From an optimization exercise on the open Yosys and OpenROAD flow, aimed at small area, a short achievable clock period and few clock cycles per item; shortcuts taken in it are not production practice. At most, simulation tests tie the RTL to the original design; equivalence was not proved. No functional check of the RTL was part of runs 1 to 4.

==> flow/design.v, too long to show whole: its modules and the start of the top module <==
// module pfx_add: 28 lines
// module pfx_gt: 18 lines
// module lzc27: 32 lines
// module fp_norm_round: 31 lines
// module lzc27s: 9 lines
// module fp_sum_round: 22 lines
// module cpa48_hi: 35 lines
// module fp_mul_round: 37 lines
// module mul24_tree: 1587 lines
// module booth24_enc: 17 lines
// module fa: 4 lines
// module shr27s: 16 lines
// module shr27k: 10 lines
// module sub_cla: 30 lines
// module fp_padd_front: 41 lines
// module fp_pair_front: 31 lines
// module fft_butterfly: 417 lines
module fft_butterfly (
    input  wire        clk,
    input  wire        rst,
    input  wire        in_valid,
    output wire        in_ready,
    input  wire [31:0] ur,
    input  wire [31:0] ui,
    input  wire [31:0] vr,
    input  wire [31:0] vi,
    input  wire [31:0] wr,
    input  wire [31:0] wi,
    output reg         out_valid,
    output reg  [31:0] our,
    output reg  [31:0] oui,
    output reg  [31:0] ovr,
    output reg  [31:0] ovi
);
  // ...
==> flow/flow/run.sh <==
#!/bin/bash
# The standard layout, with every port buffered by a buf_4 instead of the
# flow's default port buffer (a delay cell).  The make run's full output goes
# to flow_make.log in the folder this runs in.
set -euo pipefail
export BUFFER_PORTS_ARGS="-buffer_cell sky130_fd_sc_hd__buf_4"
bash standard.sh > flow_make.log 2>&1
==> flow/standard.sh <==
#!/bin/bash
# synth_recipe.tcl (not shown) runs the flow's synth.tcl, then flattens the netlist and writes it again
# the make line also repeats each setting of config.mk as NAME=value (left out here)
make -C /OpenROAD-flow-scripts/flow DESIGN_CONFIG=/design/flow/config.mk WORK_HOME=/design/flow/orfs CLKGATE_MAP_FILE= SYNTH_SCRIPT=/design/flow/synth_recipe.tcl "${@:-finish}"
==> flow/config.mk <==
export PLATFORM = sky130hd
export DESIGN_NAME = fft_butterfly
export DESIGN_NICKNAME = fft_butterfly
export VERILOG_FILES = /design/flow/design.v
export SDC_FILE = /design/flow/constraint.sdc
export NUM_CORES = 8
export LEC_CHECK = 0
export CAP_MARGIN = 20
export CORE_MARGIN = 2
export CORE_UTILIZATION = 55
export SETUP_SLACK_MARGIN = 0.5
export SLEW_MARGIN = 20
==> flow/constraint.sdc <==
create_clock -name core_clock -period 20.0 [get_ports {clk}]
set_input_delay 4.0000 -clock core_clock [delete_from_list [all_inputs] [get_ports {clk}]]
set_output_delay 4.0000 -clock core_clock [all_outputs]
set_load 0.01 [all_outputs]
==> metrics.md, run 1 <==
| Metric | Value |
|---|---|
| Status | `no timing/DRC/antenna violations` |
| Met2 global-route usage | `0.5599` |
| Initial antenna violation count | `9` |
| R2R setup slack | `13.91 ns` |
| Rel. slew slack | `0.1912` |
| Period Utilization, post-route | `0.3045` |
| GRT Total Usage | `0.3517` |
| Async SR Flop Fraction | `0` |
| Initial Util | `0.5535` |
| Post-route DRC | `0` |
| Total Routed Length | `542.3 mm` |
| Hold EP | `s1_ui[7]$_DFF_P_` |
| Clk_skew | `0.08016 ns` |
| Seq cells | `1,979` |
| CTS Sinks | `1,979` |
| Most frequent cells in the layout | `dfxtp_1, inv_1, nand2_1` |
| Dpl ws | `13.60 ns` |
| Port bufs | `324` |
| TNS Setup | `0 ns` |
| Pin count of the biggest net entering global routing | `84` |
| RSZ-0062 raised after global routing | `no` |
==> inputs of run 2 (changes only) <==
--- a/flow/config.mk
+++ b/flow/config.mk
@@ -7,6 +7,7 @@
 export LEC_CHECK = 0
 export CAP_MARGIN = 20
 export CORE_MARGIN = 2
-export CORE_UTILIZATION = 55
+export CORE_UTILIZATION = 65
+export PLACE_DENSITY = 0.72
 export SETUP_SLACK_MARGIN = 0.5
 export SLEW_MARGIN = 20
==> run 2 against run 1 <==
Still clean. Synthesized area did not move. Critical path depth is 11 lower. Via count is 1.9% higher. Non-clock buffer count down 15. Register-to-register slack gained 0.44 ns. Sequential share of layout area up 0.17 points. Critical path type is now in2reg. Largest cell class unchanged.
==> metrics.md, run 2 <==
| Metric | Value |
|---|---|
| Yosys cell types | `118 (unchanged)` |
| Share of cells above drive strength 1 | `0.08426 (was 0.08612)` |
| Cell with the most instances after synthesis | `dfxtp_1 (unchanged)` |
| Worst skew pair latency | `0.89 ns (was 0.94 ns)` |
| Most common cell after layout, fill and taps aside | `dfxtp_1 (unchanged)` |
| Initial Util | `0.6539 (was 0.5535)` |
| Area grow syn2layout | `7.458% (was 8.184%)` |
| CP max stage delay | `1.22 ns (was 0.72 ns)` |
| Mapped Area | `162,700 sq um (unchanged)` |
| DP HPWL | `370.8 mm (was 388.6 mm)` |
| Critical path launch point type | `input port (was flop)` |
| Hold Crit Depth | `0 (unchanged)` |
| Final hold violation count | `0 (unchanged)` |
| Hold EP | `s2_ui[8]$_DFF_P_ (was s1_ui[7]$_DFF_P_)` |
| # setup viols final | `0 (unchanged)` |
| Status | `no timing/DRC/antenna violations (unchanged)` |
| Slew Viols, Final | `0 (unchanged)` |
| Fill count | `19,970 (was 26,280)` |
| R2R setup slack | `14.35 ns (was 13.91 ns)` |
| Top-area cell type share of the netlist area | `0.2001 (unchanged)` |
| Min-Delay Startpoint | `sp_ui[8]$_DFF_P_ (was s0_ui[7]$_DFFE_PN_)` |
| Largest registers | `s1_ra (144), s1_rb (144), sp_n (104) (unchanged)` |
| Worst r2r dst | `s1_rb[124]$_DFF_P_ (was s6_mx[0]$_SDFF_PN0_)` |
| Area contributors post-synth | `dfxtp_1, fa_1, edfxtp_1 (unchanged)` |
| Number of cell rows | `183 (was 199)` |
| Seq cells post-synth | `1,979 (unchanged)` |
| Synth warn | `3 (unchanged)` |
| Maximum fanout along the worst path | `2 (was 45)` |
| Rel. slew slack | `0.1569 (was 0.1912)` |
| Post-synthesis sequential area ratio | `0.2651 (unchanged)` |
| Most frequent cells in the layout | `dfxtp_1, inv_1, nand2_1 (unchanged)` |
| Slowest-stage cell, CP | `o31ai_1 (was a21o_2)` |
| Syn Inst Count | `18,460 (unchanged)` |
| Via count | `139,000 (was 136,500)` |
| List of most frequent post-synthesis cells | `dfxtp_1, inv_1, nand2_1 (unchanged)` |
| Die height | `504.4 um (was 548.0 um)` |
| Reg area | `43,160 sq um (unchanged)` |
| Post-route ant nets | `0 (unchanged)` |
| Total Routed Length | `520.2 mm (was 542.3 mm)` |
| TNS Setup | `0 ns (unchanged)` |
| DRT Pass-1 Iters | `9 (was 7)` |
| Post-CTS sizing | `0 (unchanged)` |
| Critical path class | `in2reg (was reg2reg)` |
| Total grt overflow | `0 (unchanged)` |
| Final min period | `6.131 ns (was 6.090 ns)` |
| Wire per inst | `24.20 um (was 24.51 um)` |
| TritonCTS clock tree | `built (unchanged)` |
| Crit path arrival time | `6.90 ns (about the same)` |
| Vias in the first global route | `134,200 (was 132,600)` |
| CTS H-Tree Depth | `4 (unchanged)` |
| Clock transition at the registers of the reported paths | `0.07 ns (about the same)` |
| Area of the multi-input gates | `109,100 sq um (was 109,200 sq um)` |
| Post-route DRC | `0 (unchanged)` |
| Vias per cell | `6.466 (was 6.169)` |
| Max clock buf depth | `3 (was 4)` |
| First-pass GRT wire length | `793.5 mm (was 822.7 mm)` |
| Synth Area per Inst | `8.818 sq um (unchanged)` |
| Cell taking the most area after synthesis | `dfxtp_1 (unchanged)` |
| Crit-path cells | `buf_4, nor4_1, nand4_1, o31ai_1, nand2_1, o32ai_1, inv_1 (was nand2b_1, ha_1, or4b_4, nand3_2, a21o_2, buf_4, mux2_4, xnor2_4, inv_2, ha_1, o21a_1, o21ai_0, nand2b_1, a21oi_1, a31oi_1, o22a_1, nor3_1, nor2_1)` |
| RSZ-0062 raised after global routing | `no (unchanged)` |
| Port bufs | `324 (unchanged)` |
| Clk_skew | `0.04608 ns (was 0.08016 ns)` |
| TritonCTS buffer count | `201 (was 215)` |
| Postcts setup bufs | `0 (unchanged)` |
| Reg2Reg Launch Point | `s0_m[61]$_DFFE_PP_ (was s5_unz[0]$_DFF_P_)` |
| Required time worst endpoint | `20.77 ns (was 20.81 ns)` |
| DRT iter0 DRCs | `16,430 (was 13,670)` |
| Post-CTS Hold Buffers | `0 (unchanged)` |
| Min-delay worst type | `reg2reg (unchanged)` |
| Initial antenna violation count | `22 (was 9)` |
| Period Utilization, post-route | `0.3066 (was 0.3045)` |
| Full die area | `254,400 sq um (was 300,300 sq um)` |
| R2R depth | `12 (was 18)` |
| Net count, final | `20,090 (was 20,120)` |
| Max Cap Viol | `0 (unchanged)` |
| GPL Wtd Cong | `1.000 (was 0.9770)` |
| Fmax | `163.1 MHz (was 164.2 MHz)` |
| Crit. End Element | `flop (unchanged)` |
| CTS Sinks | `1,979 (unchanged)` |
| Clock root cell | `clkbuf_16 (unchanged)` |
| I/O Pins | `325 (unchanged)` |
| Async SR Flop Fraction | `0 (unchanged)` |
| Pin count of the biggest net entering global routing | `81 (was 84)` |
| Syn nets | `20,560 (unchanged)` |
| GRT Total Usage | `0.3962 (was 0.3517)` |
| Main synth FF type | `dfxtp_1 (unchanged)` |
| Worst Tran Pin Value | `1.262 ns (was 1.204 ns)` |
| EDFF count, synth | `352 (unchanged)` |
| Core area | `248,900 sq um (was 294,100 sq um)` |
| Die Wd | `504.4 um (was 548.0 um)` |
run 2: cell counts after synthesis:
No cell type changed its count.
run 2: metal layers:
metal  part of all wire  GRT usage
met5            0.00038          0
met4              0.071     0.2448
met3               0.10    0.08235
met2               0.45     0.6190
met1               0.38     0.5040
run 2: kinds of logic after synthesis:
group / after synthesis / synth area share
AO/OA/AOI/OAI: 4332 / 0.1774
AND/OR/NAND/NOR: 4543 / 0.1311
adder cells (fa/ha/maj): 1910 / 0.1972
XOR/XNOR: 1933 / 0.1043
flip-flops: 1979 / 0.2651
buffers and inverters: 2953 / 0.06888
multiplexers: 807 / 0.05602
run 2: metrics by stage:
stage	hold WS, ns	utilization	worst slack (ns)	cell area, sq um	cells
after floorplan	0.3096	-	14.80	162700	18460
final	0.3086	0.7027	13.87	174900	21500
after CTS	0.3033	0.7022	14.07	174800	21480
after global routing	0.3074	0.7026	14.03	174900	21490
after detailed placement	0.3121	0.6728	13.15	167500	21100
after global placement	0.3096	0.6728	13.12	167500	21100
run 2: cell type report:
class | count | share of cell area
clock inverter | 106 | 0.008364
sequential | 1979 | 0.2468
clock buffer | 273 | 0.03337
inverter | 1606 | 0.03448
antenna | 10 | 0.0001431
multi-input combinational | 13530 | 0.6241
timing repair buffer | 669 | 0.02892
tap | 3330 | 0.02382
run 2: worst max-delay path: cells and delay by family:
family	cells	cell delay, ns
compound gates	2	1.54
buf+inv	2	0.19
simple gates	3	1.16
run 2: worst max path at each step:
stage                         end   start  slack, ns
6_report          slow$_SDFF_PP0_   wi[4]      13.87
3_3_place_gp      slow$_SDFF_PP0_   wi[4]      13.12
3_5_place_dp      slow$_SDFF_PP0_   wi[4]      13.15
5_1_grt           slow$_SDFF_PP0_   wi[4]      14.03
2_1_floorplan  s0_m[95]$_DFFE_PP_  vi[26]      14.80
4_1_cts           slow$_SDFF_PP0_   wi[4]      14.07
==> module fp_padd_front, before the edit <==
module fp_padd_front (
    input  wire        a_s, input wire [8:0] a_e, input wire a_h, input wire [22:0] a_f,
    input  wire        a_i, input wire       a_n,
    input  wire        b_s, input wire [8:0] b_e, input wire b_h, input wire [22:0] b_f,
    input  wire        b_i, input wire       b_n,
    input  wire        sub,
    output wire [26:0] mx_al,
    output wire [26:0] mz_al,
    output wire        eff_sub,
    output wire [7:0]  fr,
    output wire        sign,
    output wire        zsign,
    output wire        nan,
    output wire        inf,
    output wire        inf_s
);
    wire bs = b_s ^ sub;
    wire gt;                             
    pfx_gt #(.W(33), .L(6)) u_cmp (.a({b_e, b_h, b_f}), .b({a_e, a_h, a_f}), .gt(gt));
    wire [8:0] dab, dba;
    wire       ge, geb;                  
    sub_cla #(.W(9)) u_dab (.a(a_e), .b(b_e), .d(dab), .ge(ge));
    sub_cla #(.W(9)) u_dba (.a(b_e), .b(a_e), .d(dba), .ge(geb));
    wire [26:0] ma = {a_h, a_f, 3'b000};
    wire [26:0] mb = {b_h, b_f, 3'b000};
    wire [26:0] ma_sh, mb_sh;
    shr27k u_sa (.x(ma), .sh(dba[4:0]), .kill(dba[8:5] != 4'd0), .y(ma_sh));
    shr27k u_sb (.x(mb), .sh(dab[4:0]), .kill(dab[8:5] != 4'd0), .y(mb_sh));
    wire [26:0] ma_al = ge  ? ma : ma_sh;
    wire [26:0] mb_al = geb ? mb : mb_sh;
    assign mx_al = gt ? mb_al : ma_al;
    assign mz_al = gt ? ma_al : mb_al;
    wire [8:0] exm = (ge ? a_e : b_e) - 9'd64;
    assign fr      = exm[7:0];
    assign sign    = gt ? bs : a_s;
    assign eff_sub = a_s ^ bs;
    assign zsign   = a_s & bs;
    assign nan     = a_n | b_n | (a_i & b_i & (a_s != bs));
    assign inf     = a_i | b_i;
    assign inf_s   = a_i ? a_s : bs;
endmodule
==> inputs of run 3 (changes only) <==
--- a/flow/design.v
+++ b/flow/design.v
@@ -1899,13 +1899,14 @@
     sub_cla #(.W(9)) u_dba (.a(b_e), .b(a_e), .d(dba), .ge(geb));
     wire [26:0] ma = {a_h, a_f, 3'b000};
     wire [26:0] mb = {b_h, b_f, 3'b000};
-    wire [26:0] ma_sh, mb_sh;
-    shr27k u_sa (.x(ma), .sh(dba[4:0]), .kill(dba[8:5] != 4'd0), .y(ma_sh));
-    shr27k u_sb (.x(mb), .sh(dab[4:0]), .kill(dab[8:5] != 4'd0), .y(mb_sh));
-    wire [26:0] ma_al = ge  ? ma : ma_sh;
-    wire [26:0] mb_al = geb ? mb : mb_sh;
-    assign mx_al = gt ? mb_al : ma_al;
-    assign mz_al = gt ? ma_al : mb_al;
+    wire [26:0] mxe = ge ? ma : mb;
+    wire [26:0] mze = ge ? mb : ma;
+    wire [26:0] mze_al;
+    shr27k u_sh (.x(mze), .sh(ge ? dab[4:0] : dba[4:0]),
+                 .kill(ge ? (dab[8:5] != 4'd0) : (dba[8:5] != 4'd0)), .y(mze_al));
+    wire        swb = ge & gt;
+    assign mx_al = swb ? mze_al : mxe;
+    assign mz_al = swb ? mxe : mze_al;
     wire [8:0] exm = (ge ? a_e : b_e) - 9'd64;
     assign fr      = exm[7:0];
     assign sign    = gt ? bs : a_s;
--- a/flow/config.mk
+++ b/flow/config.mk
@@ -7,7 +7,6 @@
 export LEC_CHECK = 0
 export CAP_MARGIN = 20
 export CORE_MARGIN = 2
-export CORE_UTILIZATION = 65
-export PLACE_DENSITY = 0.72
+export CORE_UTILIZATION = 55
 export SETUP_SLACK_MARGIN = 0.5
 export SLEW_MARGIN = 20
==> run 3 against run 2 <==
Still clean. Maximum frequency grew 8.9%. Hold slack lost 0.010 ns. Register-to-register slack gained 0.02 ns. Die area grew 17%. Count of clock-buffer cells in the layout grew 8. Via count shrank 3.5%. First-iteration DRC count shrank 16%. Routed wire length grew 0.68%. Critical path depth shrank 6. Critical path type is now reg2out.
==> metrics.md, run 3 <==
| Metric | Value |
|---|---|
| Cell with the most instances after synthesis | `dfxtp_1 (unchanged)` |
| DP HPWL | `379.3 mm (was 370.8 mm)` |
| Net count, final | `19,770 (was 20,090)` |
| Post-route DRC | `0 (unchanged)` |
| Critical path class | `reg2out (was in2reg)` |
| TritonCTS clock tree | `built (unchanged)` |
| Maximum fanout along the worst path | `1 (was 2)` |
| Post-route ant nets | `0 (unchanged)` |
| Post-synthesis sequential area ratio | `0.2673 (was 0.2651)` |
| Yosys cell types | `123 (was 118)` |
| Clock transition at the registers of the reported paths | `0.06 ns (was 0.07 ns)` |
| Critical path launch point type | `flop (was input port)` |
| Largest registers | `s1_ra (144), s1_rb (144), sp_n (104) (unchanged)` |
| Syn Inst Count | `18,110 (was 18,460)` |
| Worst path top cell family by delay | `flip-flops (was compound AO/OA/AOI/OAI gates)` |
| Die Wd | `545.7 um (was 504.4 um)` |
| First-pass GRT wire length | `800.7 mm (was 793.5 mm)` |
| RSZ-0062 raised after global routing | `no (unchanged)` |
| Period Utilization, post-route | `0.2816 (was 0.3066)` |
| TritonCTS buffer count | `217 (was 201)` |
| Total grt overflow | `0 (unchanged)` |
| Post-CTS sizing | `0 (unchanged)` |
| Slew Viols, Final | `0 (unchanged)` |
| I/O Pins | `325 (unchanged)` |
| Reg area | `43,160 sq um (about the same)` |
| Full die area | `297,800 sq um (was 254,400 sq um)` |
| CTS Sinks | `1,979 (unchanged)` |
| Initial antenna violation count | `9 (was 22)` |
| Synth Area per Inst | `8.910 sq um (was 8.818 sq um)` |
| Vias per cell | `6.161 (was 6.466)` |
| Main synth FF type | `dfxtp_1 (unchanged)` |
| Most frequent cells in the layout | `dfxtp_1, inv_1, nand2_1 (unchanged)` |
| Core area | `291,300 sq um (was 248,900 sq um)` |
| DRT iter0 DRCs | `13,770 (was 16,430)` |
| Clock root cell | `clkbuf_16 (unchanged)` |
| Status | `no timing/DRC/antenna violations (unchanged)` |
| Post-CTS Hold Buffers | `0 (unchanged)` |
| Synth warn | `3 (unchanged)` |
| Most common cell after layout, fill and taps aside | `dfxtp_1 (unchanged)` |
| Max clock buf depth | `4 (was 3)` |
| Port bufs | `324 (unchanged)` |
| Slowest-stage cell, CP | `dfxtp_1 (was o31ai_1)` |
| Vias in the first global route | `130,800 (was 134,200)` |
| DRT Pass-1 Iters | `8 (was 9)` |
| TNS Setup | `0 ns (unchanged)` |
| Bufs and invs on worst path | `1 (was 2)` |
| Via count | `134,100 (was 139,000)` |
| Dpl ws | `14.08 ns (was 13.15 ns)` |
| Total Routed Length | `523.7 mm (was 520.2 mm)` |
| Share of cells above drive strength 1 | `0.09012 (was 0.08426)` |
| Min-delay worst type | `reg2reg (unchanged)` |
| Worst setup margin | `14.37 ns (was 13.87 ns)` |
| Seq cells post-synth | `1,979 (unchanged)` |
| Crit-path cells | `buf_4 (was buf_4, nor4_1, nand4_1, o31ai_1, nand2_1, o32ai_1, inv_1)` |
| GPL Wtd Cong | `0.9688 (was 1.000)` |
| Top-area cell type share of the netlist area | `0.2018 (was 0.2001)` |
| Fmax | `177.5 MHz (was 163.1 MHz)` |
| Clk_skew | `0.08902 ns (was 0.04608 ns)` |
| EDFF count, synth | `352 (unchanged)` |
| List of most frequent post-synthesis cells | `dfxtp_1, inv_1, nand2_1 (unchanged)` |
| Number of cell rows | `198 (was 183)` |
| Area of the multi-input gates | `107,600 sq um (was 109,100 sq um)` |
| Required time worst endpoint | `16.00 ns (was 20.77 ns)` |
| Postcts setup bufs | `0 (unchanged)` |
| Wire per inst | `24.06 um (was 24.20 um)` |
| Area contributors post-synth | `dfxtp_1, fa_1, edfxtp_1 (unchanged)` |
| # setup viols final | `0 (unchanged)` |
| Rel. slew slack | `0.1655 (was 0.1569)` |
| Worst Tran Pin Value | `1.252 ns (was 1.262 ns)` |
| Area grow syn2layout | `7.970% (was 7.458%)` |
| GRT Total Usage | `0.3424 (was 0.3962)` |
| Crit path arrival time | `1.63 ns (was 6.90 ns)` |
| Syn nets | `20,210 (was 20,560)` |
| Pin count of the biggest net entering global routing | `86 (was 81)` |
| Final hold slack | `0.2982 ns (was 0.3086 ns)` |
| Initial Util | `0.5539 (was 0.6539)` |
| Max Cap Viol | `0 (unchanged)` |
| Async SR Flop Fraction | `0 (unchanged)` |
| Crit. End Element | `output port (was flop)` |
| Mapped Area | `161,400 sq um (was 162,700 sq um)` |
| Final min period | `5.633 ns (was 6.131 ns)` |
| Fill count | `26,090 (was 19,970)` |
| Final hold violation count | `0 (unchanged)` |
| CP max stage delay | `0.51 ns (was 1.22 ns)` |
| Cell taking the most area after synthesis | `dfxtp_1 (unchanged)` |
| CTS H-Tree Depth | `4 (unchanged)` |
| Worst skew pair latency | `0.94 ns (was 0.89 ns)` |
| Die height | `545.7 um (was 504.4 um)` |
run 3: cell types whose count changed after synthesis, sizes merged, moves of 52 or more:
cell    before   now
a22oi     1155  1098
nor2      1171  1116
a21oi      900   784
a22o       160    79
clkbuf    1098  1046
mux4        63   129
mux2i      549   386
run 3: worst paths after layout:
kind	slack, ns	end	cells past startpoint	from
setup / recovery	14.37	oui[31]	1	oui[31]$_SDFF_PP0_
hold / removal	0.30	sp_n_[1]$_DFF_P_	0	s1_n[1]$_DFF_P_
setup reg to reg	14.37	s3_mz[0]$_SDFF_PP0_	20	s2_e[9]$_SDFF_PP0_
hold reg to reg	0.30	sp_n_[1]$_DFF_P_	0	s1_n[1]$_DFF_P_
run 3: metrics by stage:
step	instances	utilization	area, sq um
after floorplan	18110	-	161400
after global placement	21360	0.5721	166700
after global routing	21770	0.5980	174200
final	21770	0.5981	174200
after detailed placement	21360	0.5721	166700
after CTS	21760	0.5979	174200
run 3: cells by family (layout without fill, tap and decap cells):
| family | count (synthesis) | in the layout | share of synthesized area |
|---|---|---|---|
| xor gates and xnor gates | 1905 | 1905 | 0.1035 |
| other | 0 | 2 | 0 |
| muxes | 705 | 705 | 0.05572 |
| adders and majority gates | 1900 | 1900 | 0.1980 |
| DFF | 1979 | 1979 | 0.2673 |
| and+or+nand+nor | 4491 | 4491 | 0.1319 |
| buffers and inverters | 2918 | 2672 | 0.06907 |
| AOI/OAI and AO/OA | 4213 | 4213 | 0.1744 |
run 3: cell type report:
type	instances	share of cell area
multi-input cells	13210	0.6177
diodes	2	0.00002872
well taps	3900	0.02801
clock buffers	281	0.03539
inverters	1593	0.03435
clock inverters	124	0.007676
flip-flops and latches	1979	0.2477
repair buffers	674	0.02915
run 3: layer usage:
metal	GRT usage	wire, um	part of all wire
met1	0.4585	217500	0.42
met5	0	67	0.00013
met2	0.5325	231500	0.44
met3	0.06114	45030	0.086
met4	0.1704	29590	0.057
==> module fp_pair_front, before the edit <==
module fp_pair_front (
    input  wire [31:0] u,
    input  wire        u_nz,             
    input  wire [31:0] t,
    input  wire        t_nz,
    output wire [26:0] mx,
    output wire [26:0] mz_al,
    output wire [7:0]  fr,
    output wire        x_is_u
);
    wire gt;                             
    pfx_gt #(.W(31), .L(5)) u_cmp (.a(t[30:0]), .b(u[30:0]), .gt(gt));
    wire [7:0] eu = {u[30:24], u[23] | ~u_nz};
    wire [7:0] et = {t[30:24], t[23] | ~t_nz};
    wire [7:0] dut, dtu;
    wire       ge, get;                  
    sub_cla #(.W(8)) u_dut (.a(eu), .b(et), .d(dut), .ge(ge));
    sub_cla #(.W(8)) u_dtu (.a(et), .b(eu), .d(dtu), .ge(get));
    wire [26:0] mu = {u_nz, u[22:0], 3'b000};
    wire [26:0] mt = {t_nz, t[22:0], 3'b000};
    wire [26:0] mxe = ge ? mu : mt;
    wire [26:0] mze = ge ? mt : mu;
    wire [26:0] mze_al;
    shr27k u_sh (.x(mze), .sh(ge ? dut[4:0] : dtu[4:0]),
                 .kill(ge ? (dut[7:5] != 3'd0) : (dtu[7:5] != 3'd0)), .y(mze_al));
    wire        swb = ge & gt;
    assign mx     = swb ? mze_al : mxe;
    assign mz_al  = swb ? mxe : mze_al;
    assign fr     = ge ? eu : et;
    assign x_is_u = ~gt;
endmodule
==> inputs of run 4 (changes only) <==
--- a/flow/design.v
+++ b/flow/design.v
@@ -1936,14 +1936,13 @@
     sub_cla #(.W(8)) u_dtu (.a(et), .b(eu), .d(dtu), .ge(get));
     wire [26:0] mu = {u_nz, u[22:0], 3'b000};
     wire [26:0] mt = {t_nz, t[22:0], 3'b000};
-    wire [26:0] mxe = ge ? mu : mt;
-    wire [26:0] mze = ge ? mt : mu;
-    wire [26:0] mze_al;
-    shr27k u_sh (.x(mze), .sh(ge ? dut[4:0] : dtu[4:0]),
-                 .kill(ge ? (dut[7:5] != 3'd0) : (dtu[7:5] != 3'd0)), .y(mze_al));
-    wire        swb = ge & gt;
-    assign mx     = swb ? mze_al : mxe;
-    assign mz_al  = swb ? mxe : mze_al;
+    wire [26:0] mu_sh, mt_sh;
+    shr27k u_su (.x(mu), .sh(dtu[4:0]), .kill(dtu[7:5] != 3'd0), .y(mu_sh));
+    shr27k u_st (.x(mt), .sh(dut[4:0]), .kill(dut[7:5] != 3'd0), .y(mt_sh));
+    wire [26:0] mu_al = ge  ? mu : mu_sh;
+    wire [26:0] mt_al = get ? mt : mt_sh;
+    assign mx     = gt ? mt_al : mu_al;
+    assign mz_al  = gt ? mu_al : mt_al;
     assign fr     = ge ? eu : et;
     assign x_is_u = ~gt;
 endmodule
==> run 4 against run 3 <==
Cell count up 1.8%. Clock skew shrank 0.0040 ns. Die area rose by 1.3%. Count of clock-buffer cells in the layout decreased by 4. Critical path depth is 13 higher. Global-route usage up 0.47 points. Design area increased by 1.4%. Synthesized area up 1.4%. Sequential share of layout area decreased by 0.35 points.
==> metrics.md, run 4 <==
| Metric | Value |
|---|---|
| Core area | `296,300 sq um (was 291,300 sq um)` |
| I/O Pins | `325 (unchanged)` |
| Initial antenna violation count | `16 (was 9)` |
| Mapped Area | `163,600 sq um (was 161,400 sq um)` |
| Vias in the first global route | `133,400 (was 130,800)` |
| Crit. path cell count | `14 (was 1)` |
| Post-CTS Hold Buffers | `0 (unchanged)` |
| Worst skew pair latency | `0.94 ns (about the same)` |
| Full die area | `301,800 sq um (was 297,800 sq um)` |
| RSZ-0062 raised after global routing | `no (unchanged)` |
| Syn nets | `20,600 (was 20,210)` |
| Most common cell after layout, fill and taps aside | `dfxtp_1 (unchanged)` |
| Dpl ws | `13.97 ns (was 14.08 ns)` |
| Initial Util | `0.5520 (was 0.5539)` |
| TritonCTS buffer count | `215 (was 217)` |
| First-pass GRT wire length | `818.0 mm (was 800.7 mm)` |
| Pin count of the biggest net entering global routing | `83 (was 86)` |
| Area contributors post-synth | `dfxtp_1, fa_1, edfxtp_1 (unchanged)` |
| Total grt overflow | `0 (unchanged)` |
| GPL Wtd Cong | `0.9615 (was 0.9688)` |
| Largest registers | `s1_ra (144), s1_rb (144), sp_n (104) (unchanged)` |
| Area grow syn2layout | `8.035% (was 7.970%)` |
| TritonCTS clock tree | `built (unchanged)` |
| Clock root cell | `clkbuf_16 (unchanged)` |
| Yosys cell types | `121 (was 123)` |
| Worst r2r dst | `s1_rb[17]$_DFF_P_ (was s3_mz[0]$_SDFF_PP0_)` |
| Rel. slew slack | `0.1889 (was 0.1655)` |
| List of most frequent post-synthesis cells | `dfxtp_1, inv_1, nand2_1 (unchanged)` |
| Critical path class | `reg2reg (was reg2out)` |
| Synth Area per Inst | `8.846 sq um (was 8.910 sq um)` |
| Clock transition at the registers of the reported paths | `0.06 ns (about the same)` |
| Worst setup margin | `14.31 ns (was 14.37 ns)` |
| Post-route ant nets | `0 (unchanged)` |
| Final hold slack | `0.2714 ns (was 0.2982 ns)` |
| R2R setup slack | `14.31 ns (was 14.37 ns)` |
| DP HPWL | `383.4 mm (was 379.3 mm)` |
| Net count, final | `20,160 (was 19,770)` |
| DRT iter0 DRCs | `14,250 (was 13,770)` |
| Cell taking the most area after synthesis | `dfxtp_1 (unchanged)` |
| CTS Sinks | `1,979 (unchanged)` |
| Period Utilization, post-route | `0.2843 (was 0.2816)` |
| # setup viols final | `0 (unchanged)` |
| Max clock buf depth | `4 (unchanged)` |
| Most frequent cells in the layout | `dfxtp_1, inv_1, nand2_1 (unchanged)` |
| Fmax | `175.9 MHz (was 177.5 MHz)` |
| Final hold violation count | `0 (unchanged)` |
| Total Routed Length | `536.4 mm (was 523.7 mm)` |
| Die Wd | `549.3 um (was 545.7 um)` |
| Via count | `137,300 (was 134,100)` |
| EDFF count, synth | `352 (unchanged)` |
| Min-Delay Startpoint | `s1_n[2]$_DFF_P_ (was s1_n[1]$_DFF_P_)` |
| Reg2Reg Launch Point | `s0_m[18]$_DFFE_PP_ (was s2_e[9]$_SDFF_PP0_)` |
| Seq cells post-synth | `1,979 (unchanged)` |
| Cell with the most instances after synthesis | `dfxtp_1 (unchanged)` |
| Async SR Flop Fraction | `0 (unchanged)` |
| Worst Tran Pin Value | `1.201 ns (was 1.252 ns)` |
| TNS Setup | `0 ns (unchanged)` |
| Post-synthesis sequential area ratio | `0.2638 (was 0.2673)` |
| Clk_skew | `0.08500 ns (was 0.08902 ns)` |
| Worst path top cell family by delay | `adder cells (was flip-flops)` |
| Top-area cell type share of the netlist area | `0.1991 (was 0.2018)` |
| Wire per inst | `24.20 um (was 24.06 um)` |
| R2R depth | `14 (was 20)` |
| Worst setup path endpoint | `s1_rb[17]$_DFF_P_ (was oui[31])` |
| Slowest-stage cell, CP | `clkinv_1 (was dfxtp_1)` |
| Required time worst endpoint | `20.77 ns (was 16.00 ns)` |
| Final min period | `5.686 ns (was 5.633 ns)` |
| Max Cap Viol | `0 (unchanged)` |
| Main synth FF type | `dfxtp_1 (unchanged)` |
| Postcts setup bufs | `0 (unchanged)` |
| Critical path launch point type | `flop (unchanged)` |
| Bufs and invs on worst path | `6 (was 1)` |
| DRT Pass-1 Iters | `8 (unchanged)` |
| Die height | `549.3 um (was 545.7 um)` |
| Status | `no timing/DRC/antenna violations (unchanged)` |
| Maximum fanout along the worst path | `33 (was 1)` |
| Crit-path cells | `buf_4, ha_1, nor2b_1, clkinv_1, buf_4, xnor2_1, fa_1, fa_1, inv_1, fa_1, inv_1, fa_1, inv_1, fa_1 (was buf_4)` |
| Port bufs | `324 (unchanged)` |
| Vias per cell | `6.193 (was 6.161)` |
| GRT Total Usage | `0.3471 (was 0.3424)` |
| Slew Viols, Final | `0 (unchanged)` |
| Crit path arrival time | `6.45 ns (was 1.63 ns)` |
| Number of cell rows | `200 (was 198)` |
| CTS H-Tree Depth | `4 (unchanged)` |
| Worst Setup SP | `s0_m[18]$_DFFE_PP_ (was oui[31]$_SDFF_PP0_)` |
| Post-route DRC | `0 (unchanged)` |
| Syn Inst Count | `18,490 (was 18,110)` |
| Top cell by count, worst path | `fa_1` |
| Min-delay worst type | `reg2reg (unchanged)` |
| Share of cells above drive strength 1 | `0.08988 (was 0.09012)` |
| Post-CTS sizing | `0 (unchanged)` |
| CP max stage delay | `0.75 ns (was 0.51 ns)` |
| Crit. End Element | `flop (was output port)` |
| Synth warn | `3 (unchanged)` |
run 4: changes by cell type after synthesis, moves of 49 or more:
| cell | previous run | this run |
|---|---|---|
| a22o_1 | 79 | 135 |
| a21oi_1 | 783 | 931 |
| nor2_1 | 1113 | 1189 |
| mux2i_1 | 384 | 461 |
| nand2_1 | 1492 | 1443 |
run 4: metrics by stage:
stage,utilization,area (sq um),instances
finish,0.5964,176700,22170
global route,0.5963,176700,22160
CTS,0.5963,176700,22160
detailed placement,0.5710,169200,21770
global placement,0.5709,169100,21770
floorplan,-,163600,18490
run 4: cell type report:
class                           instances  area, sq um
Clock inverter                        118         1429
Multi-Input combinational cell      13540       109800
Antenna cell                            5        12.51
Tap cell                             3939         4928
Sequential cell                      1979        43160
Fill cell                           26570       119600
Inverter                             1623         6096
Clock buffer                          277         6073
Timing Repair Buffer                  691         5195
run 4: cells by family after synthesis:
family	after synthesis	synth area share
AOI/OAI and AO/OA	4447	0.1817
and+or+nand+nor	4504	0.1303
DFF	1979	0.2638
adders and majority gates	1914	0.1965
buffers and inverters	2975	0.06915
xor gates and xnor gates	1901	0.1018
muxes	770	0.05679
run 4: worst min-delay path by stage:
stage | end | cells past startpoint
5_1_grt | sp_n_[2]$_DFF_P_ | 0
6_report | sp_n_[2]$_DFF_P_ | 0
3_3_place_gp | s4_infs[1]$_DFF_P_ | 0
4_1_cts | sp_n_[2]$_DFF_P_ | 0
3_5_place_dp | s3_ui[31]$_DFF_P_ | 0
2_1_floorplan | s2_s[0]$_DFF_P_ | 0
run 4: routing by layer:
layer | up-vias | global-route usage | share of wire
met4 | 8 | 0.1635 | 0.050
met5 | - | 0 | 0.000093
met3 | 1331 | 0.06117 | 0.089
li1 | 63230 | - | -
met2 | 6713 | 0.5364 | 0.44
met1 | 66010 | 0.4720 | 0.42
==> module fft_butterfly, before the edit <==
module fft_butterfly (
    input  wire        clk,
    input  wire        rst,
    input  wire        in_valid,
    output wire        in_ready,
    input  wire [31:0] ur,
    input  wire [31:0] ui,
    input  wire [31:0] vr,
    input  wire [31:0] vi,
    input  wire [31:0] wr,
    input  wire [31:0] wi,
    output reg         out_valid,
    output reg  [31:0] our,
    output reg  [31:0] oui,
    output reg  [31:0] ovr,
    output reg  [31:0] ovi
);
    localparam [31:0] QNAN = 32'h7FC00000;
    integer k;
    genvar gi;
    reg         rdy;                     
    reg         slow;                    
    reg         s0_valid;
    reg  [31:0] s0_ur, s0_ui;
    reg  [3:0]  s0_s;
    reg  [35:0] s0_e;
    reg  [95:0] s0_m;
    wire        front_idle;              
    assign in_ready = rdy;
    wire [127:0] op_in = {vi, vr, wi, wr};
    wire [3:0]   small_in, sub_in, op_ez, op_shift;
    reg  [3:0]   s0_sub;                 
    reg  [3:0]   s0_zh;                  
    generate for (gi = 0; gi < 4; gi = gi + 1) begin : g_op
        wire [31:0] x = op_in[32*gi +: 32];
        wire [23:0] m = s0_m[24*gi +: 24];
        assign op_ez[gi]    = x[30:23] == 8'h00;
        assign small_in[gi] = ~x[30] & ~x[29] & (x[28:0] != 29'd0);
        assign sub_in[gi]   = op_ez[gi] & (x[28:0] != 29'd0);
        assign op_shift[gi] = s0_zh[gi] & s0_sub[gi];
    end endgenerate
    wire s0_ok = ~(|op_shift);
    always @(posedge clk) begin
        for (k = 0; k < 4; k = k + 1) begin
            if (~slow) begin
                s0_s[k]          <= op_in[32*k+31];
                s0_e[9*k +: 9]   <= {1'b0, op_in[32*k+24 +: 7], op_in[32*k+23] | op_ez[k]};
                s0_m[24*k +: 24] <= {~op_ez[k], op_in[32*k +: 23]};
                s0_zh[k]         <= op_ez[k];
                s0_sub[k]        <= sub_in[k];
            end else if (op_shift[k]) begin
                s0_zh[k]         <= ~s0_m[24*k+22];
                s0_e[9*k +: 9]   <= s0_e[9*k +: 9] - 9'd1;
                s0_m[24*k +: 24] <= {s0_m[24*k +: 23], 1'b0};
            end
        end
        if (rst) begin
            rdy      <= 1'b1;
            slow     <= 1'b0;
            s0_valid <= 1'b0;
        end else if (~slow) begin
            rdy      <= ~(|small_in);
            slow     <= |small_in;
            s0_valid <= in_valid;
        end else begin
            rdy      <= front_idle;
            slow     <= ~front_idle;
            s0_valid <= s0_valid & ~s0_ok;
        end
        if (~slow) begin
            s0_ur   <= ur;
            s0_ui   <= ui;
        end
    end
    wire [3:0]  op_z, op_i, op_n;
    wire [95:0] op_tz;
    generate for (gi = 0; gi < 4; gi = gi + 1) begin : g_cls
        wire [23:0] m = s0_m[24*gi +: 24];
        wire is255 = s0_e[9*gi +: 9] == 9'd255;
        assign op_z[gi] = s0_zh[gi];
        assign op_i[gi] = is255 & (m[22:0] == 23'd0);
        assign op_n[gi] = is255 & (m[22:0] != 23'd0);
        wire [23:0] z;
        assign z[0] = 1'b1;
        genvar j;
        for (j = 1; j < 24; j = j + 1) begin : g_z
            assign z[j] = ~(|m[j-1:0]);
        end
        assign op_tz[24*gi +: 24] = z;
    end endgenerate
    wire [51:0] b_one, b_two, b_neg;
    generate for (gi = 0; gi < 4; gi = gi + 1) begin : g_enc
        booth24_enc u_enc (.y(s0_m[24*gi +: 24]), .one(b_one[13*gi +: 13]),
                           .two(b_two[13*gi +: 13]), .neg(b_neg[13*gi +: 13]));
    end endgenerate
    wire [191:0] a_ra, a_rb;
    wire [3:0]   a_c12;
    wire [39:0]  a_eab;
    wire [3:0]   a_st22, a_s, a_n, a_i, a_fz;
    generate for (gi = 0; gi < 4; gi = gi + 1) begin : g_pa
        localparam integer WI = (gi == 0 || gi == 2) ? 0 : 1;
        localparam integer VI = (gi == 0 || gi == 3) ? 2 : 3;
        wire [8:0] ew = s0_e[9*WI +: 9];
        wire [8:0] ev = s0_e[9*VI +: 9];
        localparam integer EI = (gi == 0) ? 0 : (gi == 1) ? 1 : (gi == 2) ? 3 : 2;
        localparam integer XI = (gi == 0) ? 2 : (gi == 1) ? 3 : (gi == 2) ? 0 : 1;
        mul24_tree u_tree (
            .x(s0_m[24*XI +: 24]),
            .one(b_one[13*EI +: 13]),
            .two(b_two[13*EI +: 13]),
            .neg(b_neg[13*EI +: 13]),
            .ra(a_ra[48*gi +: 48]), .rb(a_rb[48*gi +: 48]));
        pfx_gt #(.W(12), .L(4)) u_c12 (.a(a_ra[48*gi +: 12]), .b(~a_rb[48*gi +: 12]), .gt(a_c12[gi]));
        wire [9:0] eab = {ew[8], ew} + {ev[8], ev} - 10'd127;
        wire [23:0] zw = op_tz[24*WI +: 24];
        wire [23:0] zv = op_tz[24*VI +: 24];
        wire [22:0] zz;
        genvar j2;
        for (j2 = 0; j2 <= 22; j2 = j2 + 1) begin : g_zz
            assign zz[j2] = zw[j2] & zv[22-j2];
        end
        wire nan  = op_n[WI] | op_n[VI] | (op_i[WI] & op_z[VI]) | (op_z[WI] & op_i[VI]);
        wire inf  = (op_i[WI] | op_i[VI]) & ~nan;
        assign a_eab[10*gi +: 10] = eab;
        assign a_st22[gi] = ~(|zz);
        assign a_s[gi]    = s0_s[WI] ^ s0_s[VI];
        assign a_fz[gi]   = op_z[WI] | op_z[VI] | op_i[WI] | op_i[VI] | op_n[WI] | op_n[VI] |
                            ($signed(eab) < -10'sd25);
        assign a_n[gi]    = nan;
        assign a_i[gi]    = inf;
    end endgenerate
    reg          s1_valid;
    reg  [143:0] s1_ra, s1_rb;
    reg  [3:0]   s1_c12;
    reg  [39:0]  s1_eab;
    reg  [3:0]   s1_st22, s1_s, s1_n, s1_i, s1_fz;
    reg  [31:0]  s1_ur, s1_ui;
    always @(posedge clk) begin
        s1_valid <= ~rst & s0_valid & s0_ok;
        s1_c12   <= a_c12;
        for (k = 0; k < 4; k = k + 1) begin
            s1_ra[36*k +: 36] <= a_ra[48*k+12 +: 36];
            s1_rb[36*k +: 36] <= a_rb[48*k+12 +: 36];
        end
        s1_eab   <= a_eab;
        s1_st22  <= a_st22;
        s1_s     <= a_s;
        s1_fz    <= a_fz;
        s1_n     <= a_n;
        s1_i     <= a_i;
        s1_ur    <= s0_ur;
        s1_ui    <= s0_ui;
    end
    wire [103:0] p_n;
    generate for (gi = 0; gi < 4; gi = gi + 1) begin : g_pp
        cpa48_hi u_cpa (.a(s1_ra[36*gi +: 36]), .b(s1_rb[36*gi +: 36]), .c12(s1_c12[gi]),
                        .n(p_n[26*gi +: 26]));
    end endgenerate
    reg          sp_valid;
    reg  [103:0] sp_n;
    reg  [39:0]  sp_eab;
    reg  [3:0]   sp_st, sp_s, sp_n_, sp_i;
    reg  [31:0]  sp_ur, sp_ui;
    reg          sp_hold;
    wire [3:0]   sp_need, sp_more, ld_need;
    wire [39:0]  ld_eab;
    wire [103:0] ld_n;
    generate for (gi = 0; gi < 4; gi = gi + 1) begin : g_sn
        wire [9:0] e  = sp_eab[10*gi +: 10];
        wire [9:0] el = s1_eab[10*gi +: 10];
        assign sp_need[gi] = e[9] | (e == 10'd0);
        assign sp_more[gi] = e[9];                     
        assign ld_eab[10*gi +: 10] = s1_fz[gi] ? 10'd1 : el;
        assign ld_need[gi] = ~s1_fz[gi] & (el[9] | (el == 10'd0));
        assign ld_n[26*gi +: 26] = s1_fz[gi] ? 26'd0 : p_n[26*gi +: 26];
    end endgenerate
    assign front_idle = ~s0_valid & ~s1_valid & ~sp_hold;
    always @(posedge clk) begin
        sp_valid <= ~rst & (s1_valid | sp_hold);
        sp_hold  <= ~rst & (sp_hold ? (|sp_more) : (s1_valid & (|ld_need)));
        if (sp_hold) begin
            for (k = 0; k < 4; k = k + 1)
                if (sp_need[k]) begin
                    sp_n[26*k +: 26]  <= {1'b0, sp_n[26*k+1 +: 25]};
                    sp_st[k]          <= sp_st[k] | sp_n[26*k];
                    sp_eab[10*k +: 10] <= sp_eab[10*k +: 10] + 10'd1;
                end
        end else begin
            sp_n    <= ld_n;
            sp_eab  <= ld_eab;
            sp_st   <= s1_st22;
        end
        sp_s    <= s1_s;
        sp_n_   <= s1_n;
        sp_i    <= s1_i;
        sp_ur   <= s1_ur;
        sp_ui   <= s1_ui;
    end
    wire [35:0] b_e;
    wire [91:0] b_f;
    wire [3:0]  b_h, b_i;
    generate for (gi = 0; gi < 4; gi = gi + 1) begin : g_pb
        wire ovf;
        fp_mul_round u_rnd (
            .n(sp_n[26*gi +: 26]), .eab(sp_eab[10*gi +: 10]), .st(sp_st[gi]),
            .e9(b_e[9*gi +: 9]), .h(b_h[gi]), .f(b_f[23*gi +: 23]), .ovf(ovf));
        assign b_i[gi] = sp_i[gi] | (~sp_n_[gi] & ovf);
    end endgenerate
    reg         s2_valid;
    reg  [3:0]  s2_s, s2_h, s2_i, s2_n;
    reg  [35:0] s2_e;
    reg  [91:0] s2_f;
    reg  [31:0] s2_ur, s2_ui;
    always @(posedge clk) begin
        s2_valid <= ~rst & sp_valid & ~sp_hold;
        s2_s     <= sp_s;
        s2_e     <= b_e;
        s2_h     <= b_h;
        s2_f     <= b_f;
        s2_n     <= sp_n_;
        s2_i     <= b_i;
        s2_ur    <= sp_ur;
        s2_ui    <= sp_ui;
    end
    wire [53:0] c_mx, c_mz;
    wire [15:0] c_fr;
    wire [1:0]  c_es, c_sign, c_zsign, c_nan, c_inf, c_infs;
    generate for (gi = 0; gi < 2; gi = gi + 1) begin : g_pc
        localparam integer A = (gi == 0) ? 0 : 2;
        localparam integer B = (gi == 0) ? 1 : 3;
        fp_padd_front u_add (
            .a_s(s2_s[A]), .a_e(s2_e[9*A +: 9]), .a_h(s2_h[A]), .a_f(s2_f[23*A +: 23]),
            .a_i(s2_i[A]), .a_n(s2_n[A]),
            .b_s(s2_s[B]), .b_e(s2_e[9*B +: 9]), .b_h(s2_h[B]), .b_f(s2_f[23*B +: 23]),
            .b_i(s2_i[B]), .b_n(s2_n[B]),
            .sub(gi == 0 ? 1'b1 : 1'b0),
            .mx_al(c_mx[27*gi +: 27]), .mz_al(c_mz[27*gi +: 27]), .eff_sub(c_es[gi]),
            .fr(c_fr[8*gi +: 8]), .sign(c_sign[gi]),
            .zsign(c_zsign[gi]), .nan(c_nan[gi]), .inf(c_inf[gi]), .inf_s(c_infs[gi]));
    end endgenerate
    reg         s3_valid;
    reg  [53:0] s3_mx, s3_mz;
    reg  [15:0] s3_fr;
    reg  [1:0]  s3_es, s3_sign, s3_zsign, s3_nan, s3_inf, s3_infs;
    reg  [31:0] s3_ur, s3_ui;
    always @(posedge clk) begin
        s3_valid <= ~rst & s2_valid;
        s3_mx    <= c_mx;
        s3_mz    <= c_mz;
        s3_es    <= c_es;
        s3_fr    <= c_fr;
        s3_sign  <= c_sign;
        s3_zsign <= c_zsign;
        s3_nan   <= c_nan;
        s3_inf   <= c_inf;
        s3_infs  <= c_infs;
        s3_ur    <= s2_ur;
        s3_ui    <= s2_ui;
    end
    wire [55:0] c2_sum;
    wire [9:0]  c2_lz;
    wire [1:0]  c2_zero;
    generate for (gi = 0; gi < 2; gi = gi + 1) begin : g_pc2
        wire [26:0] b = s3_mz[27*gi +: 27] ^ {27{s3_es[gi]}};
        wire        co;
        wire [26:0] sm;
        pfx_add #(.W(27), .L(5)) u_add (.a(s3_mx[27*gi +: 27]), .b(b), .ci(s3_es[gi]), .s(sm), .co(co));
        assign c2_sum[28*gi +: 28] = {co & ~s3_es[gi], sm};
        assign c2_zero[gi] = ~(co & ~s3_es[gi]) & (sm == 27'd0);
        lzc27s u_lzc (.x(sm), .f(s3_fr[8*gi +: 8]), .sh(c2_lz[5*gi +: 5]));
    end endgenerate
    reg         s4_valid;
    reg  [55:0] s4_sum;
    reg  [9:0]  s4_lz;
    reg  [1:0]  s4_zero;
    reg  [15:0] s4_fr;
    reg  [1:0]  s4_sign, s4_zsign, s4_nan, s4_inf, s4_infs;
    reg  [31:0] s4_ur, s4_ui;
    always @(posedge clk) begin
        s4_valid <= ~rst & s3_valid;
        s4_sum   <= c2_sum;
        s4_lz    <= c2_lz;
        s4_zero  <= c2_zero;
        s4_fr    <= s3_fr;
        s4_sign  <= s3_sign;
        s4_zsign <= s3_zsign;
        s4_nan   <= s3_nan;
        s4_inf   <= s3_inf;
        s4_infs  <= s3_infs;
        s4_ur    <= s3_ur;
        s4_ui    <= s3_ui;
    end
    wire [63:0] d_t;
    generate for (gi = 0; gi < 2; gi = gi + 1) begin : g_pd
        wire [31:0] y;
        fp_norm_round u_rnd (.s(s4_sum[28*gi +: 28]), .sh(s4_lz[5*gi +: 5]), .zero(s4_zero[gi]),
                             .f(s4_fr[8*gi +: 8]),
                             .sign(s4_sign[gi]), .zsign(s4_zsign[gi]), .y(y));
        assign d_t[32*gi +: 32] = s4_nan[gi] ? QNAN :
                                  s4_inf[gi] ? {s4_infs[gi], 8'hFF, 23'd0} : y;
    end endgenerate
    reg         s5_valid;
    reg  [63:0] s5_t;
    reg  [31:0] s5_ur, s5_ui;
    reg  [1:0]  s5_tnz, s5_unz;
    always @(posedge clk) begin
        s5_valid <= ~rst & s4_valid;
        s5_t     <= d_t;
        s5_tnz   <= {d_t[62:55] != 8'h00, d_t[30:23] != 8'h00};
        s5_unz   <= {s4_ui[30:23] != 8'h00, s4_ur[30:23] != 8'h00};
        s5_ur    <= s4_ur;
        s5_ui    <= s4_ui;
    end
    wire [53:0] e_mx, e_mz;
    wire [15:0] e_fr;
    wire [1:0]  e_xu, e_su, e_st, e_an, e_ai, e_ais, e_dn, e_di, e_dis;
    generate for (gi = 0; gi < 2; gi = gi + 1) begin : g_pe
        wire [31:0] u = (gi == 0) ? s5_ur : s5_ui;
        wire [31:0] t = s5_t[32*gi +: 32];
        fp_pair_front u_front (.u(u), .u_nz(s5_unz[gi]), .t(t), .t_nz(s5_tnz[gi]), .mx(e_mx[27*gi +: 27]), .mz_al(e_mz[27*gi +: 27]),
                               .fr(e_fr[8*gi +: 8]), .x_is_u(e_xu[gi]));
        wire u255 = u[30:23] == 8'hFF;
        wire t255 = t[30:23] == 8'hFF;
        wire nu = u255 & (u[22:0] != 23'd0);
        wire nt = t255 & (t[22:0] != 23'd0);
        wire iu = u255 & (u[22:0] == 23'd0);
        wire it = t255 & (t[22:0] == 23'd0);
        assign e_su[gi]  = u[31];
        assign e_st[gi]  = t[31];
        assign e_an[gi]  = nu | nt | (iu & it & (u[31] != t[31]));
        assign e_ai[gi]  = iu | it;
        assign e_ais[gi] = iu ? u[31] : t[31];
        assign e_dn[gi]  = nu | nt | (iu & it & (u[31] == t[31]));
        assign e_di[gi]  = iu | it;
        assign e_dis[gi] = iu ? u[31] : ~t[31];
    end endgenerate
    reg         s6_valid;
    reg  [53:0] s6_mx, s6_mz;
    reg  [15:0] s6_fr;
    reg  [1:0]  s6_xu, s6_su, s6_st, s6_an, s6_ai, s6_ais, s6_dn, s6_di, s6_dis;
    always @(posedge clk) begin
        s6_valid <= ~rst & s5_valid;
        s6_mx    <= e_mx;
        s6_mz    <= e_mz;
        s6_fr    <= e_fr;
        s6_xu    <= e_xu;
        s6_su    <= e_su;
        s6_st    <= e_st;
        s6_an    <= e_an;
        s6_ai    <= e_ai;
        s6_ais   <= e_ais;
        s6_dn    <= e_dn;
        s6_di    <= e_di;
        s6_dis   <= e_dis;
    end
    wire [55:0] e2_sum;
    wire [53:0] e2_dif;
    wire [9:0]  e2_lz;
    wire [1:0]  e2_zero;
    generate for (gi = 0; gi < 2; gi = gi + 1) begin : g_pe2
        wire [26:0] mx = s6_mx[27*gi +: 27];
        wire [26:0] mz = s6_mz[27*gi +: 27];
        wire [26:0] sm, df;
        wire        cs, cd;
        pfx_add #(.W(27), .L(5)) u_sum (.a(mx), .b(mz),  .ci(1'b0), .s(sm), .co(cs));
        pfx_add #(.W(27), .L(5)) u_dif (.a(mx), .b(~mz), .ci(1'b1), .s(df), .co(cd));
        assign e2_sum[28*gi +: 28] = {cs, sm};
        assign e2_dif[27*gi +: 27] = df;
        assign e2_zero[gi] = df == 27'd0;
        lzc27s u_lzc (.x(df), .f(s6_fr[8*gi +: 8]), .sh(e2_lz[5*gi +: 5]));
    end endgenerate
    reg         s7_valid;
    reg  [55:0] s7_sum;
    reg  [53:0] s7_dif;
    reg  [9:0]  s7_lz;
    reg  [1:0]  s7_zero;
    reg  [15:0] s7_fr;
    reg  [1:0]  s7_xu, s7_su, s7_st, s7_an, s7_ai, s7_ais, s7_dn, s7_di, s7_dis;
    always @(posedge clk) begin
        s7_valid <= ~rst & s6_valid;
        s7_sum   <= e2_sum;
        s7_dif   <= e2_dif;
        s7_lz    <= e2_lz;
        s7_zero  <= e2_zero;
        s7_fr    <= s6_fr;
        s7_xu    <= s6_xu;
        s7_su    <= s6_su;
        s7_st    <= s6_st;
        s7_an    <= s6_an;
        s7_ai    <= s6_ai;
        s7_ais   <= s6_ais;
        s7_dn    <= s6_dn;
        s7_di    <= s6_di;
        s7_dis   <= s6_dis;
    end
    wire [63:0] f_add, f_sub;
    generate for (gi = 0; gi < 2; gi = gi + 1) begin : g_pf
        wire [31:0] ys, yd;
        wire        su = s7_su[gi];
        fp_sum_round  u_ps (.s(s7_sum[28*gi +: 28]), .f(s7_fr[8*gi +: 8]), .sign(su), .y(ys));
        fp_norm_round u_pd (.s({1'b0, s7_dif[27*gi +: 27]}), .sh(s7_lz[5*gi +: 5]), .zero(s7_zero[gi]),
                            .f(s7_fr[8*gi +: 8]),
                            .sign(s7_xu[gi] ? su : ~su), .zsign(1'b0), .y(yd));
        wire eq = su == s7_st[gi];
        wire [31:0] ya = eq ? ys : yd;      
        wire [31:0] yb = eq ? yd : ys;      
        assign f_add[32*gi +: 32] = s7_an[gi] ? QNAN : s7_ai[gi] ? {s7_ais[gi], 8'hFF, 23'd0} : ya;
        assign f_sub[32*gi +: 32] = s7_dn[gi] ? QNAN : s7_di[gi] ? {s7_dis[gi], 8'hFF, 23'd0} : yb;
    end endgenerate
    always @(posedge clk) begin
        out_valid <= ~rst & s7_valid;
        our <= f_add[31:0];
        oui <= f_add[63:32];
        ovr <= f_sub[31:0];
        ovi <= f_sub[63:32];
    end
endmodule
==> inputs of run 5 (changes only) <==
--- a/flow/design.v
+++ b/flow/design.v
@@ -1976,16 +1976,13 @@
     wire        front_idle;              
     assign in_ready = rdy;
     wire [127:0] op_in = {vi, vr, wi, wr};
-    wire [3:0]   small_in, sub_in, op_ez, op_shift;
-    reg  [3:0]   s0_sub;                 
-    reg  [3:0]   s0_zh;                  
+    wire [3:0]   small_in, op_ez, op_shift;
     generate for (gi = 0; gi < 4; gi = gi + 1) begin : g_op
         wire [31:0] x = op_in[32*gi +: 32];
         wire [23:0] m = s0_m[24*gi +: 24];
         assign op_ez[gi]    = x[30:23] == 8'h00;
         assign small_in[gi] = ~x[30] & ~x[29] & (x[28:0] != 29'd0);
-        assign sub_in[gi]   = op_ez[gi] & (x[28:0] != 29'd0);
-        assign op_shift[gi] = s0_zh[gi] & s0_sub[gi];
+        assign op_shift[gi] = ~m[23] & (m[22:0] != 23'd0);
     end endgenerate
     wire s0_ok = ~(|op_shift);
     always @(posedge clk) begin
@@ -1994,10 +1991,7 @@
                 s0_s[k]          <= op_in[32*k+31];
                 s0_e[9*k +: 9]   <= {1'b0, op_in[32*k+24 +: 7], op_in[32*k+23] | op_ez[k]};
                 s0_m[24*k +: 24] <= {~op_ez[k], op_in[32*k +: 23]};
-                s0_zh[k]         <= op_ez[k];
-                s0_sub[k]        <= sub_in[k];
             end else if (op_shift[k]) begin
-                s0_zh[k]         <= ~s0_m[24*k+22];
                 s0_e[9*k +: 9]   <= s0_e[9*k +: 9] - 9'd1;
                 s0_m[24*k +: 24] <= {s0_m[24*k +: 23], 1'b0};
             end
@@ -2025,7 +2019,7 @@
     generate for (gi = 0; gi < 4; gi = gi + 1) begin : g_cls
         wire [23:0] m = s0_m[24*gi +: 24];
         wire is255 = s0_e[9*gi +: 9] == 9'd255;
-        assign op_z[gi] = s0_zh[gi];
+        assign op_z[gi] = ~m[23];
         assign op_i[gi] = is255 & (m[22:0] == 23'd0);
         assign op_n[gi] = is255 & (m[22:0] != 23'd0);
         wire [23:0] z;
==> run 5 against run 4 <==
Clock skew fell by 0.011 ns. Cell count is 1.0% lower. Setup slack better by 0.26 ns. Critical path type is now reg2out. Critical endpoint is now ovi[23]. Largest cell class unchanged.
==> metrics.md, run 5 <==
| Metric | Value |
|---|---|
| Worst Tran Pin Value | `1.271 ns (was 1.201 ns)` |
| TritonCTS buffer count | `215 (unchanged)` |
| Vias per cell | `6.224 (was 6.193)` |
| Most frequent cells in the layout | `dfxtp_1, inv_1, nand2_1 (unchanged)` |
| Post-synthesis sequential area ratio | `0.2640 (was 0.2638)` |
| CTS H-Tree Depth | `4 (unchanged)` |
| Async SR Flop Fraction | `0 (unchanged)` |
| Core area | `294,100 sq um (was 296,300 sq um)` |
| Die Wd | `547.6 um (was 549.3 um)` |
| Syn Inst Count | `18,300 (was 18,490)` |
| Vias in the first global route | `132,300 (was 133,400)` |
| Clock transition at the registers of the reported paths | `0.07 ns (was 0.06 ns)` |
| Number of cell rows | `199 (was 200)` |
| Share of cells above drive strength 1 | `0.09051 (was 0.08988)` |
| EDFF count, synth | `344 (was 352)` |
| Bufs and invs on worst path | `1 (was 6)` |
| Net count, final | `19,920 (was 20,160)` |
| Area grow syn2layout | `8.058% (was 8.035%)` |
| Dpl ws | `13.95 ns (was 13.97 ns)` |
| Final min period | `5.426 ns (was 5.686 ns)` |
| Yosys cell types | `109 (was 121)` |
| Slowest-stage cell, CP | `dfxtp_1 (was clkinv_1)` |
| Die height | `547.6 um (was 549.3 um)` |
| Max clock buf depth | `4 (unchanged)` |
| Clk_skew | `0.07434 ns (was 0.08500 ns)` |
| Post-CTS Hold Buffers | `0 (unchanged)` |
| Total grt overflow | `0 (unchanged)` |
| DP HPWL | `396.2 mm (was 383.4 mm)` |
| List of most frequent post-synthesis cells | `dfxtp_1, inv_1, nand2_1 (unchanged)` |
| Synth warn | `3 (unchanged)` |
| Clock root cell | `clkbuf_16 (unchanged)` |
| GRT Total Usage | `0.3567 (was 0.3471)` |
| TNS Setup | `0 ns (unchanged)` |
| Most common cell after layout, fill and taps aside | `dfxtp_1 (unchanged)` |
| # setup viols final | `0 (unchanged)` |
| Syn nets | `20,410 (was 20,600)` |
| Synth Area per Inst | `8.883 sq um (was 8.846 sq um)` |
| Maximum fanout along the worst path | `1 (was 33)` |
| Area contributors post-synth | `dfxtp_1, fa_1, edfxtp_1 (unchanged)` |
| Dpl cells | `21,520 (was 21,770)` |
| Largest registers | `s1_ra (144), s1_rb (144), sp_n (104) (unchanged)` |
| Postcts setup bufs | `0 (unchanged)` |
| Total Routed Length | `550.3 mm (was 536.4 mm)` |
| Post-CTS sizing | `0 (unchanged)` |
| Full die area | `299,900 sq um (was 301,800 sq um)` |
| Period Utilization, post-route | `0.2713 (was 0.2843)` |
| Initial antenna violation count | `24 (was 16)` |
| Rel. slew slack | `0.1439 (was 0.1889)` |
| Via count | `136,500 (was 137,300)` |
| Wire per inst | `25.08 um (was 24.20 um)` |
| Main synth FF type | `dfxtp_1 (unchanged)` |
| Max Cap Viol | `0 (unchanged)` |
| Crit path arrival time | `1.43 ns (was 6.45 ns)` |
| Worst path top cell family by delay | `flip-flops (was adder cells)` |
| CTS Sinks | `1,971 (was 1,979)` |
| Port bufs | `324 (unchanged)` |
| TritonCTS clock tree | `built (unchanged)` |
| Initial Util | `0.5527 (was 0.5520)` |
| Crit. End Element | `output port (was flop)` |
| DRT Pass-1 Iters | `10 (was 8)` |
| Post-route DRC | `0 (unchanged)` |
| Min-delay worst type | `reg2reg (unchanged)` |
| I/O Pins | `325 (unchanged)` |
| Mapped Area | `162,500 sq um (was 163,600 sq um)` |
| DRT iter0 DRCs | `14,400 (was 14,250)` |
| Seq cells post-synth | `1,971 (was 1,979)` |
| Worst skew pair latency | `0.95 ns (was 0.94 ns)` |
| Final hold violation count | `0 (unchanged)` |
| Pin count of the biggest net entering global routing | `83 (unchanged)` |
| Top-area cell type share of the netlist area | `0.2004 (was 0.1991)` |
| First-pass GRT wire length | `829.1 mm (was 818.0 mm)` |
| RSZ-0062 raised after global routing | `no (unchanged)` |
| Required time worst endpoint | `16.00 ns (was 20.77 ns)` |
| Post-route ant nets | `0 (unchanged)` |
| Crit-path cells | `buf_4 (was buf_4, ha_1, nor2b_1, clkinv_1, buf_4, xnor2_1, fa_1, fa_1, inv_1, fa_1, inv_1, fa_1, inv_1, fa_1)` |
| Worst setup margin | `14.57 ns (was 14.31 ns)` |
| Fmax | `184.3 MHz (was 175.9 MHz)` |
| Critical path class | `reg2out (was reg2reg)` |
| Critical path launch point type | `flop (unchanged)` |
| Status | `no timing/DRC/antenna violations (unchanged)` |
| CP max stage delay | `0.38 ns (was 0.75 ns)` |
| GPL Wtd Cong | `0.9724 (was 0.9615)` |
| Cell taking the most area after synthesis | `dfxtp_1 (unchanged)` |
| Slew Viols, Final | `0 (unchanged)` |
| Fill count | `26,250 (was 26,570)` |
| Finished Layout Cells | `21,940 (was 22,170)` |
| Cell with the most instances after synthesis | `dfxtp_1 (unchanged)` |
-- run 5: cell count changes after synthesis, moves of 24 or more --
cell	previous run	this run
clkbuf_1	1087	1117
o22ai_1	156	124
nand3_1	362	386
nor2_1	1189	1133
buf_2	60	25
o21ai_0	695	659
a22oi_1	1117	1082
mux2_2	203	252
nand2_1	1443	1409
a22o_1	135	199
o211ai_1	89	114
a21oi_1	931	823
buf_1	192	227
-- run 5: logic make-up after synthesis --
group,after synthesis,share of synthesized area
simple gates,4379,0.1268
compound gates,4348,0.1804
buf+inv,2992,0.06948
flops,1971,0.2640
fa+ha+maj,1914,0.1978
xor+xnor,1892,0.1020
mux,800,0.05956
-- run 5: per-stage QoR --
step	area [sq um]	hold slack (ns)	util
after floorplan	162500	0.3096	-
after global placement	168100	0.3097	0.5716
after detailed placement	168100	0.3121	0.5716
after CTS	175500	0.3216	0.5969
after global routing	175600	0.3284	0.5972
final	175600	0.3207	0.5972
-- run 5: area by class of cell --
type,instances,area (sq um),area share
flip-flops and latches,1971,42910,0.2444
diodes,21,52.55,0.0002992
clock buffers,278,6033,0.03436
inverters,1616,6071,0.03457
clock inverters,124,1400,0.007972
repair buffers,677,5102,0.02905
multi-input cells,13330,109100,0.6215
well taps,3919,4903,0.02792
-- run 5: final timing paths --
path	start	endpoint	slack (ns)	cells past startpoint
max	ovi[23]$_SDFF_PP1_	ovi[23]	14.57	1
min	s3_ur[19]$_DFF_P_	s4_ur[19]$_DFF_P_	0.32	0
max reg2reg	s0_m[47]$_DFFE_PP_	s1_rb[53]$_DFF_P_	14.58	10
min reg2reg	s3_ur[19]$_DFF_P_	s4_ur[19]$_DFF_P_	0.32	0
-- run 5: per-layer routing --
metal	share of wire	up-vias	GRT usage
met5	0.00014	-	0
met4	0.060	12	0.1886
met3	0.085	1605	0.05962
met2	0.45	6844	0.5640
met1	0.41	65580	0.4687
li1	-	62510	-
Testbench counts of run 5, summed over its fixed seeds: cycles 32,080, items 32,000.

port drivers added, routing unchanged:
In the flow no input, the clock included, has a driving cell. The finished layouts below were timed again as built, in two steps. Step 1, drivers: a clkbuf_16 drives clk and a buf_2 each remaining input, both assumed. Step 2 adds t to the input delays and takes it off the output delays; t is the mean of the earliest and latest rising clock arrival at the registers after step 1. Input paths then give back, and output paths get back, about the clock's delay inside the block. Three values: ideal ports, drivers, drivers and shift; two values: the first two.
run | t, ns | setup WS [ns] | worst setup path at the end | clock arrival spread, ns
run 1 | 1.002 | 13.910 / 13.910 / 13.572 | input to register | 0.102 / 0.101
run 2 | 0.980 | 13.869 / 13.954 / 12.974 | input to register | 0.047 / 0.046
run 3 | 1.002 | 14.367 / 14.259 / 14.088 | input to register | 0.092 / 0.091
run 4 | 1.009 | 14.314 / 14.314 / 14.012 | input to register | 0.100 / 0.100
run 5 | 1.022 | 14.574 / 14.463 / 14.019 | input to register | 0.081 / 0.081
After both steps every run listed still meets setup and hold. The setup slack of run 2, which loses most, moves by +0.085 ns with the drivers and by -0.895 ns with both steps.
